What follows belongs to an exercise in optimizing a design on an open flow for small area, a short achievable clock period and few clock cycles; a production flow would make more cautious choices. At most, simulation tests tie the RTL to the original design; equivalence was not proved. No activity file was given, so power comes from the tool's default toggle rates.

==> flow/design.v (excerpt) <==
module mctp_tx (
    input  wire        clk,
    input  wire        rst,           
    input  wire        start_valid,
    output wire        start_ready,
    input  wire [12:0] cfg_len,       
    input  wire [7:0]  cfg_mtu,       
    input  wire [31:0] cfg_addr,      
    input  wire        cfg_to,        
    input  wire        cfg_pec_xor,   
    input  wire        cfg_mic,       
    input  wire        in_valid,
    output wire        in_ready,
    input  wire [7:0]  in_data,
    output reg         out_valid,
    input  wire        out_ready,
    output reg  [7:0]  out_data,
    output reg         out_sop,       
    output reg         out_eop        
);
For scale: ~140 flip-flops.
Settings: LEC_CHECK=0, CAP_MARGIN=20, CORE_MARGIN=2, CORE_UTILIZATION=40, SLEW_MARGIN=20, SYNTH_HIERARCHICAL=1; clock period 5.0 ns.
standard.sh (not shown) runs the stock make flow with config.mk's settings and CLKGATE_MAP_FILE= SYNTH_SCRIPT=/design/flow/synth_recipe.tcl, a recipe that flattens the netlist after the stock synthesis.
==> flow/flow/run.sh <==
#!/bin/bash
# The standard layout (standard.sh: the standard flow's synthesis and ORFS flow), with the
# port buffers made of sky130_fd_sc_hd__buf_2 cells instead of the default
# delay-buffer cells. make's full output goes to flow_make.log.
set -euo pipefail
export BUFFER_PORTS_ARGS="-buffer_cell sky130_fd_sc_hd__buf_2"
bash standard.sh > flow_make.log 2>&1
Testbench counts at the start, summed over its fixed seeds: cycles 49,716.
Change:
- CTS_BUF_LIST: default -> sky130_fd_sc_hd__clkbuf_8
- CTS_CLUSTER_SIZE: default -> 30
- SETUP_SLACK_MARGIN: default -> 2.8
- TNS_END_PERCENT: default -> 10
Combinational power came out higher by 27%.
Routed wire length climbs by 10%.
Final area climbs by 9.8%.
Setup slack improved by 1200 ps.
Change:
- CTS_BUF_LIST: sky130_fd_sc_hd__clkbuf_8 -> default
- CTS_CLUSTER_SIZE: 30 -> default
After rerunning: Count of clock-buffer cells in the layout does not change; clock skew fell by 5.9 ps; die area does not change; first-iteration DRC count decreases by 16%.
Change:
- SETUP_SLACK_MARGIN: 2.8 -> 3.0
- TNS_END_PERCENT: 10 -> 100
=>
- The new run finished with timing, DRC and antenna clean
- global-route usage is higher by 3.1 points
- core utilization rose by 6.4 points
- non-clock buffer count is higher by 61
- setup slack is better by 130 ps
- final area rises by 12%
- power climbs by 6.8%
- sequential share of layout area went down by 4.0 points
- worst hold slack stays flat
- maximum frequency came out higher by 4.9%
- register-to-register slack gains 30 ps

---

Another version of the RTL of mctp_tx (not shown whole).
Size in the first run: about 830 cells after synthesis, about 150 flip-flops, roughly 8400 sq um of cells after synthesis.
clock: 5.0 ns
lec_check: 0
cap_margin: 20
core_margin: 2
core_utilization: 40
setup_slack_margin: 3.0
slew_margin: 20
synth_hierarchical: 1
tns_end_percent: 20
==> flow/flow/run.sh <==
#!/bin/bash
# The standard layout (standard.sh: the standard flow's synthesis and ORFS flow), with the
# port buffers made of sky130_fd_sc_hd__buf_1 cells instead of the default
# delay-buffer cells, and clock tree synthesis without dummy loads.
# make's full output goes to flow_make.log.
set -euo pipefail
export BUFFER_PORTS_ARGS="-buffer_cell sky130_fd_sc_hd__buf_1"
export CTS_ARGS="-sink_clustering_enable -repair_clock_nets -dont_use_dummy_load -buf_list sky130_fd_sc_hd__clkbuf_8 -sink_clustering_size 30"
bash standard.sh > flow_make.log 2>&1
Then changed:
--- a/flow/config.mk
+++ b/flow/config.mk
@@ -9,6 +9,8 @@
 export CORE_MARGIN = 2
 export CORE_UTILIZATION = 40
-export SETUP_SLACK_MARGIN = 3.0
+export CTS_BUF_LIST = sky130_fd_sc_hd__clkbuf_8
+export CTS_CLUSTER_SIZE = 30
+export SETUP_SLACK_MARGIN = 2.8
 export SLEW_MARGIN = 20
 export SYNTH_HIERARCHICAL = 1
-export TNS_END_PERCENT = 20
+export TNS_END_PERCENT = 10
After rerunning: Routed wire length decreases by a few percent; cell area shrinks by a little under a tenth; clock-buffer cell count stays the same; worst setup slack degrades by 0.016 ns; sequential share of layout area goes up by 2.8 points; power is lower by a few percent; combinational power is lower by roughly a tenth; global-route usage fell by 0.64 points; maximum frequency goes down slightly; die area stays the same.
Then changed:
--- a/flow/config.mk
+++ b/flow/config.mk
@@ -9,6 +9,5 @@
 export CORE_MARGIN = 2
 export CORE_UTILIZATION = 40
-export CTS_BUF_LIST = sky130_fd_sc_hd__clkbuf_8
-export CTS_CLUSTER_SIZE = 30
+export PLACE_DENSITY = 0.45
 export SETUP_SLACK_MARGIN = 2.8
 export SLEW_MARGIN = 20
Outcome: Worst hold slack got worse by 0.0049 ns; wire length climbs by about a fifth; design area climbs by a few percent; die area does not change; via count climbs by a few percent; synthesized cell count is unchanged; global-route usage climbs by 2.5 points; sequential power hardly moves; setup slack improved by 0.056 ns.
Then changed:
--- a/flow/config.mk
+++ b/flow/config.mk
@@ -9,5 +9,5 @@
 export CORE_MARGIN = 2
 export CORE_UTILIZATION = 40
-export PLACE_DENSITY = 0.45
+export PLACE_DENSITY = 0.8
 export SETUP_SLACK_MARGIN = 2.8
 export SLEW_MARGIN = 20
The changed run ran to the end with no violations. Non-clock buffer count is lower by 14. Clock power is lower by about 2%. Routed wire length is lower by 11%. Fmax is lower by 4.6%. Final cell count is lower by 1.1%. Area after synthesis does not change. Via count is higher by 0.48%. Worst setup slack is worse by 0.11 ns. Total power is lower by 1.5%. Critical path depth is lower by 2.
No run of this note included a check of the RTL's function; only the layout flow was run.

---

Setup of job 101:
The RTL this note starts from:
==> flow/design.v <==
module mctp_tx (
    input  wire        clk,
    input  wire        rst,           
    input  wire        start_valid,
    output wire        start_ready,
    input  wire [12:0] cfg_len,       
    input  wire [7:0]  cfg_mtu,       
    input  wire [31:0] cfg_addr,      
    input  wire        cfg_to,        
    input  wire        cfg_pec_xor,   
    input  wire        cfg_mic,       
    input  wire        in_valid,
    output wire        in_ready,
    input  wire [7:0]  in_data,
    output reg         out_valid,
    input  wire        out_ready,
    output reg  [7:0]  out_data,
    output reg         out_sop,       
    output reg         out_eop        
);
    function [7:0] crc8_byte(input [7:0] c, input [7:0] b);
        integer i;
        reg [7:0] x;
        begin
            x = c ^ b;
            for (i = 0; i < 8; i = i + 1)
                x = x[7] ? ((x << 1) ^ 8'h07) : (x << 1);
            crc8_byte = x;
        end
    endfunction
    function [31:0] crc32_byte(input [31:0] c, input [7:0] b);
        integer i;
        reg [31:0] x;
        begin
            x = c ^ {24'd0, b};
            for (i = 0; i < 8; i = i + 1)
                x = x[0] ? ((x >> 1) ^ 32'h82F63B78) : (x >> 1);
            crc32_byte = x;
        end
    endfunction
    localparam [3:0] S_PAY = 4'd8, S_PEC = 4'd9;
    reg        idle;        
    reg [3:0]  st;          
    reg [31:0] addr;
    reg        to_bit;
    reg        pec_xor;
    reg        mic;
    reg [7:0]  m1;          
    reg [13:0] q;           
    reg [7:0]  p;           
    reg [2:0]  micn;        
    reg        first_pkt;
    reg        last_pkt;
    reg [1:0]  seq;
    reg [7:0]  crc8;
    reg [31:0] crc32;
    reg        fb_pend;     
    reg        fin;         
    reg        in_rdy;
    reg        skid_v;
    reg [7:0]  skid;
    reg        skid_sop;
    reg        skid_eop;
    wire        adv      = !out_valid || out_ready;
    wire        acc      = in_valid && in_rdy;
    wire [13:0] d        = q + {6'h3F, ~m1};           
    wire        p_lt     = (p[7:3] == 5'd0) && (p[2:0] <  micn);
    wire        p_le     = (p[7:3] == 5'd0) && (p[2:0] <= micn);
    wire        p_zero   = (p == 8'd0);
    wire        empty    = (p == 8'hFF);
    wire [7:0]  ctrl     = {first_pkt, last_pkt, seq, to_bit, 3'd3};
    wire [7:0]  mic_byte = ~crc32[7:0];
    wire        hdr      = !idle && !st[3];
    wire        pay      = !idle && st[3] && !st[0];
    wire        pec      = !idle && st[3] && st[0];
    reg         prod;
    reg  [7:0]  pb;
    reg         psop, peop;
    always @(*) begin
        prod = 1'b0;
        pb   = 8'h00;
        psop = 1'b0;
        peop = 1'b0;
        if (!skid_v) begin
            if (hdr) begin
                prod = 1'b1;
                psop = (st[2:0] == 3'd0);
                case (st[2:0])
                3'd0: pb = addr[7:0];
                3'd1: pb = 8'h0F;
                3'd2: pb = p + 8'd6;
                3'd3: pb = addr[15:8];
                3'd4: pb = 8'h01;
                3'd5: pb = addr[23:16];
                3'd6: pb = addr[31:24];
                default: pb = ctrl;
                endcase
            end else if (pay) begin
                prod = acc || !fin;
                pb   = fin ? in_data : mic_byte;
            end else if (pec) begin
                prod = 1'b1;
                peop = 1'b1;
                pb   = crc8 ^ ((pec_xor && first_pkt && last_pkt) ? m1 : 8'd0);
            end
        end
    end
    assign start_ready = idle;
    assign in_ready    = in_rdy;
    always @(posedge clk) begin
        if (rst) begin
            out_valid <= 1'b0;
            skid_v    <= 1'b0;
        end else if (adv) begin
            if (skid_v) begin
                out_valid <= 1'b1;
                out_data  <= skid;
                out_sop   <= skid_sop;
                out_eop   <= skid_eop;
                skid_v    <= 1'b0;
            end else begin
                out_valid <= prod;
                out_data  <= pb;
                out_sop   <= psop;
                out_eop   <= peop;
            end
        end else if (prod) begin
            skid     <= pb;
            skid_sop <= psop;
            skid_eop <= peop;
            skid_v   <= 1'b1;
        end
    end
    always @(posedge clk) begin
        if (rst) begin
            idle   <= 1'b1;
            in_rdy <= 1'b0;
        end else begin
            if (idle) begin
                if (start_valid) begin
                    idle      <= 1'b0;
                    st        <= 4'd0;
                    addr      <= cfg_addr;
                    to_bit    <= cfg_to;
                    pec_xor   <= cfg_pec_xor;
                    mic       <= cfg_mic;
                    m1        <= cfg_mtu - 8'd1;
                    q         <= {1'b0, cfg_len} + (cfg_mic ? 14'd3 : 14'h3FFF);
                    first_pkt <= 1'b1;
                    seq       <= 2'd0;
                    crc32     <= 32'hFFFFFFFF;
                end
            end else if (prod) begin
                if (hdr) begin
                    st <= st + 4'd1;
                    case (st[2:0])
                    3'd0: last_pkt <= d[13];
                    3'd1: begin
                        if (last_pkt) begin
                            p <= q[7:0];
                            q <= 14'h3FFF;
                        end else begin
                            p <= m1;
                            q <= d;
                        end
                        fb_pend <= last_pkt && first_pkt;
                        if (last_pkt && first_pkt)
                            m1 <= 8'd0;
                    end
                    3'd2: micn <= (mic && (q[13] || (q[12:2] == 11'd0 && q[1:0] != 2'd3)))
                                  ? 3'd3 - q[2:0] : 3'd0;
                    3'd4: crc8 <= crc8_byte(8'd0, 8'h01);
                    3'd5: crc8 <= crc8_byte(crc8, addr[23:16]);
                    3'd6: crc8 <= crc8_byte(crc8, addr[31:24]);
                    3'd7: begin
                        crc8 <= crc8_byte(crc8, ctrl);
                        st   <= empty ? S_PEC : S_PAY;
                        fin  <= !p_lt;
                    end
                    default: ;
                    endcase
                end else if (pay) begin
                    crc8 <= crc8_byte(crc8, pb);
                    if (fin) begin
                        crc32 <= crc32_byte(crc32, in_data);
                        if (fb_pend) begin
                            m1      <= in_data;
                            fb_pend <= 1'b0;
                        end
                    end else begin
                        crc32 <= {8'd0, crc32[31:8]};
                    end
                    p   <= p - 8'd1;
                    fin <= fin && !p_le;
                    if (p_zero)
                        st <= S_PEC;
                end else begin
                    first_pkt <= 1'b0;
                    seq       <= seq + 2'd1;
                    st        <= 4'd0;
                    if (last_pkt)
                        idle <= 1'b1;
                end
            end
            in_rdy <= !(skid_v ? !adv : (prod && !adv)) &&
                      (pay ? (prod ? (fin && !p_le && !p_zero) : fin)
                           : (hdr && st[2:0] == 3'd7 && prod && !empty && !p_lt));
        end
    end
endmodule
export LEC_CHECK = 0
export CAP_MARGIN = 20
export CORE_MARGIN = 2
export CORE_UTILIZATION = 40
export SLEW_MARGIN = 20
create_clock -name core_clock -period 5.0 [get_ports {clk}]
==> flow/flow/run.sh <==
#!/bin/bash
# The standard layout (standard.sh: the standard flow's synthesis and ORFS flow), with the
# port buffers made of sky130_fd_sc_hd__buf_2 cells instead of the default
# delay-buffer cells. make's full output goes to flow_make.log.
set -euo pipefail
export BUFFER_PORTS_ARGS="-buffer_cell sky130_fd_sc_hd__buf_2"
bash standard.sh > flow_make.log 2>&1
Job 101 reached the end of the flow, and the finished layout is clean on the timing, design-rule and antenna checks.
Changes in job 102 relative to job 101:
- an added SETUP_SLACK_MARGIN of 2.7
- an added TNS_END_PERCENT of 10
### Flow results
- Delta (job 102 minus job 101): number of nets in the finished design rose by 42; post-synthesis instance area essentially unchanged; global routing usage on met2 grew by 0.37 points; minimum hold slack went down 0.0038 ns.
- Power dissipated in the clock network in job 102 is about 5% lower than in job 101
- Compared with job 101, in job 102 post-synthesis xor/xnor area fraction essentially unchanged, layout buffer count excluding clock buffers increased 42, utilization increased 3.0 points.
diff inputs: job 102 => job 103
- TNS_END_PERCENT no longer set, was 10
- SETUP_SLACK_MARGIN now 2.6, was 2.7
==> flow/run.sh (new file) <==
#!/bin/bash
# synth_recipe.tcl (not shown) runs the flow's synth.tcl, then flattens the netlist and writes it again
# the make line also repeats each setting of config.mk as NAME=value (left out here)
make -C /OpenROAD-flow-scripts/flow DESIGN_CONFIG=/design/flow/config.mk WORK_HOME=/design/flow/orfs CLKGATE_MAP_FILE= SYNTH_SCRIPT=/design/flow/synth_recipe.tcl finish
removed: flow/flow/run.sh
removed: flow/standard.sh
## What came out
Job 103 finished end to end and its layout was clean on timing, DRC and antenna. Comparing job 102 and job 103, the higher clock group share of total power is on job 102. On job 103: final worst-path cycle share is 1.7 points lower than what job 102 gave. Multi-input combinational gate total: job 102 vs job 103 — no meaningful difference. Of job 102 and job 103, the lower final setup slack of the worst path belongs to job 102.
Here is what was changed in the inputs of job 104 compared with job 103.
- SETUP_SLACK_MARGIN removed (was 2.6)
Results
Job 104 has via count below what job 103 had. From job 103 to job 104 the numbers moved as follows: relative area change from synthesis to final layout lost 24 points; post-layout total power shows a reduction of about 15%; design area -2300 sq um; final-layout non-clock buffer area share went down. When the final numbers for job 103 and job 104 were put side by side, the met1 global-route usage turned out to be smaller in job 104. Compared with job 103, in job 104 routed length per instance now sits lower, total half-perimeter wirelength after legalization and detailed placement now sits lower, slack of the critical path now sits lower.
Function was not checked in any run of this note: the RTL went through the layout flow alone.

==> port drivers added, routing unchanged <==
The flow's constraints put no driver on any port. The routed layouts listed below were extracted and timed again, unchanged, in two steps. Step 1, drivers: a clkbuf_16 drives clk and a buf_2 each remaining input, both assumed. Step 2 adds t to the input delays and takes it off the output delays; t is the mean of the earliest and latest rising clock arrival at the registers after step 1. Input paths then give back, and output paths get back, about the clock's delay inside the block. a / b / c = no drivers / after step 1 / after step 2; a / b = the first two.
run | shift t [ns] | setup slack, ns | worst slew at a driven data input, ns | cell pins on the clock port's net
the first run of note 1 | 0.471 | 1.200 / 1.200 / 1.200 | 0.04 | 1
the second run of note 1 | 0.494 | 2.398 / 2.383 / 1.888 | 0.05 | 1
the third run of note 1 | 0.480 | 2.338 / 2.366 / 1.886 | 0.05 | 1
the fourth run of note 1 | 0.480 | 2.464 / 2.464 / 1.992 | 0.07 | 1
the first run of note 2 | 0.491 | 2.671 / 2.664 / 2.173 | 0.07 | 1
the second run of note 2 | 0.490 | 2.655 / 2.659 / 2.169 | 0.05 | 1
the third run of note 2 | 0.487 | 2.711 / 2.714 / 2.227 | 0.05 | 1
the fourth run of note 2 | 0.502 | 2.601 / 2.616 / 2.114 | 0.05 | 1
job 101 | 0.487 | 1.379 / 1.379 / 1.379 | 0.05 | 1
job 102 | 0.471 | 2.135 / 2.135 / 1.750 | 0.05 | 1
job 103 | 0.462 | 2.220 / 2.220 / 1.882 | 0.05 | 1
job 104 | 0.472 | 1.558 / 1.558 / 1.158 | 0.04 | 1
After both steps setup and hold are still met in every run listed. For the second run of note 1, which loses most, drivers alone change the setup slack by -0.015 ns; drivers and shift together by -0.510 ns.
